Context: an optimization exercise on an open-source flow, tuned for small area, a short achievable clock period and few clock cycles per item. The choices shown serve that exercise and are no tape-out recipe. In this exercise RTL edits were held to simulation tests only and were not proved equivalent to the original. Power figures rest on the tool's default switching activity, not on a simulated workload.

## can_frame_parser
module can_frame_parser (
    input  wire        clk,
    input  wire        rst,
    input  wire        in_valid,
    output wire        in_ready,
    input  wire [10:0] in_id,
    input  wire [3:0]  in_dlc,
    input  wire [63:0] in_data,
    output wire        rd_valid,
    input  wire        rd_ready,
    output wire        rd_last,
    output wire [7:0]  rd_field,
    output reg  [1:0]  rd_kind,
    output wire [16:0] rd_raw,
    output reg  [1:0]  rd_scale,
    output wire [55:0] rd_text,
    output wire [2:0]  rd_textlen,
    output wire        tx_valid,
    output wire [10:0] tx_id,
    output wire [3:0]  tx_dlc,
    output wire [63:0] tx_data,
    output wire        done,
    output reg  [5:0]  fault_bits,
    output wire [15:0] fault_count
);
    localparam [1:0] SEL_IDLE = 2'd0, SEL_A = 2'd1, SEL_B = 2'd2, SEL_C = 2'd3;
    localparam [1:0] K_NUM = 2'd0, K_ONOFF = 2'd1, K_LABEL = 2'd2, K_TEXT = 2'd3;
    localparam [4:0] P_NONE = 5'd0, P_282 = 5'd1, P_381 = 5'd2, P_382 = 5'd3,
                     P_481 = 5'd4, P_A1 = 5'd6, P_A3 = 5'd7,
                     P_B1 = 5'd8, P_C2 = 5'd9, P_C4 = 5'd10, P_C5 = 5'd11,
                     P_C6 = 5'd12, P_C8 = 5'd13, P_C9 = 5'd14, P_C14 = 5'd15,
                     P_OS0 = 5'd16;   
  ...
Size: about 920 cells after synthesis, ~130 flip-flops, about 9000 um^2 of cells after synthesis.
export LEC_CHECK = 0
export CAP_MARGIN = 20
export CORE_MARGIN = 2
export CORE_UTILIZATION = 35
export CTS_BUF_LIST = sky130_fd_sc_hd__clkbuf_8
export CTS_CLUSTER_DIAMETER = 150
export CTS_CLUSTER_SIZE = 40
export PLACE_DENSITY = 0.6
export SETUP_SLACK_MARGIN = 2.0
export SLEW_MARGIN = 20
create_clock -name core_clock -period 6.0 [get_ports {clk}]
standard.sh (not shown) runs the stock make flow with config.mk's settings and CLKGATE_MAP_FILE= SYNTH_SCRIPT=/design/flow/synth_recipe.tcl, a recipe that flattens the netlist after the stock synthesis.
==> flow/flow/run.sh <==
#!/bin/bash
# Standard ORFS layout with fast port buffers and free cell resizing:
#  - ports are buffered with buf_2 instead of the default delay-buffer cell
#  - the resizer may swap a cell for any cell of the same function
#    (MATCH_CELL_FOOTPRINT=0), not only same-footprint ones.
set -euo pipefail
bash standard.sh MATCH_CELL_FOOTPRINT=0 \
  "BUFFER_PORTS_ARGS=-buffer_cell sky130_fd_sc_hd__buf_2" \
  finish > standard.log 2>&1
Testbench counts at the start, summed over its fixed seeds: cycles 35,159, frames 20,000.
Change:
Settings changed: CORE_UTILIZATION 35 to 50, CTS_BUF_LIST sky130_fd_sc_hd__clkbuf_8 to unset, CTS_CLUSTER_DIAMETER 150 to unset, CTS_CLUSTER_SIZE 40 to unset, PLACE_DENSITY 0.6 to 0.75.
What happened: The new run finished clean; power increases by roughly a tenth; wire length decreases by a little under a tenth; clock-buffer cell count is unchanged; clock skew decreases by 4.9 ps; area after synthesis stays the same; setup slack stays flat; final area increases slightly; critical path depth stays the same; sequential power stays flat.
Change:
==> flow/flow/run.sh (replaced) <==
#!/bin/bash
# Standard ORFS layout with fast port buffers and free cell resizing:
#  - ports are buffered with buf_1 instead of the default delay-buffer cell
#  - the resizer may swap a cell for any cell of the same function
#    (MATCH_CELL_FOOTPRINT=0), not only same-footprint ones.
set -euo pipefail
bash standard.sh MATCH_CELL_FOOTPRINT=0 \
  "BUFFER_PORTS_ARGS=-buffer_cell sky130_fd_sc_hd__buf_1" \
  finish > standard.log 2>&1
Settings changed: CORE_UTILIZATION 50 to 35, PLACE_DENSITY 0.75 to 0.6.
The new run finished with timing, DRC and antenna clean.
Final cell count rose by about 8%.
Utilization decreases by 17 points.
Worst setup slack is better by 24 ps.
Hold slack hardly moves.
Final area came out lower by about 0.8%.
Synthesized area is unchanged.
Clock power goes up by about 6%.
Global-route usage decreases by 6.6 points.
Change:
==> flow/flow/run.sh (replaced) <==
#!/bin/bash
# Standard ORFS layout with fast port buffers and free cell resizing:
#  - ports are buffered with buf_2 instead of the default delay-buffer cell
#  - the resizer may swap a cell for any cell of the same function
#    (MATCH_CELL_FOOTPRINT=0), not only same-footprint ones.
set -euo pipefail
bash standard.sh MATCH_CELL_FOOTPRINT=0 \
  "BUFFER_PORTS_ARGS=-buffer_cell sky130_fd_sc_hd__buf_2" \
  finish > standard.log 2>&1
Settings changed: CTS_BUF_LIST set to sky130_fd_sc_hd__clkbuf_8, CTS_CLUSTER_DIAMETER set to 150, CTS_CLUSTER_SIZE set to 40, SETUP_SLACK_MARGIN 2.0 to 2.25.
Synthesized cell count is unchanged. Area after synthesis is unchanged. Worst setup slack improves by 94 ps.

==> static timing again, ports no longer ideal <==
The flow's constraints put no driver on any port. The routed layouts listed below were extracted and timed again, unchanged, in two steps.
Step 1 (the two cells are an assumption about what drives the block):
set clk [get_ports {clk}]
set_driving_cell -lib_cell sky130_fd_sc_hd__clkbuf_16 $clk
set_driving_cell -lib_cell sky130_fd_sc_hd__buf_2 [delete_from_list [all_inputs] $clk]
Step 2 also shifts input and output timing later by t, the mid clock arrival at the registers, as if the neighbouring blocks saw the same clock.
Three values: ideal ports, drivers, drivers and shift; two values: the first two.
run	t, ns	slack for setup (ns)	hold WS [ns]	worst data-port slew with drivers (ns)	pins driven straight from the clock port
the first run	0.491	2.326 / 2.283 / 1.973	0.506 / 0.506 / 0.506	0.06	1
the second run	0.466	2.326 / 2.281 / 1.917	0.480 / 0.480 / 0.480	0.07	1
the third run	0.469	2.350 / 2.302 / 1.893	0.480 / 0.480 / 0.480	0.07	1
the fourth run	0.494	2.444 / 2.432 / 1.969	0.506 / 0.506 / 0.506	0.07	1
After both steps setup and hold are still met in every run listed. For the fourth run, which loses most, drivers alone change the setup slack by -0.012 ns; drivers and shift together by -0.475 ns.
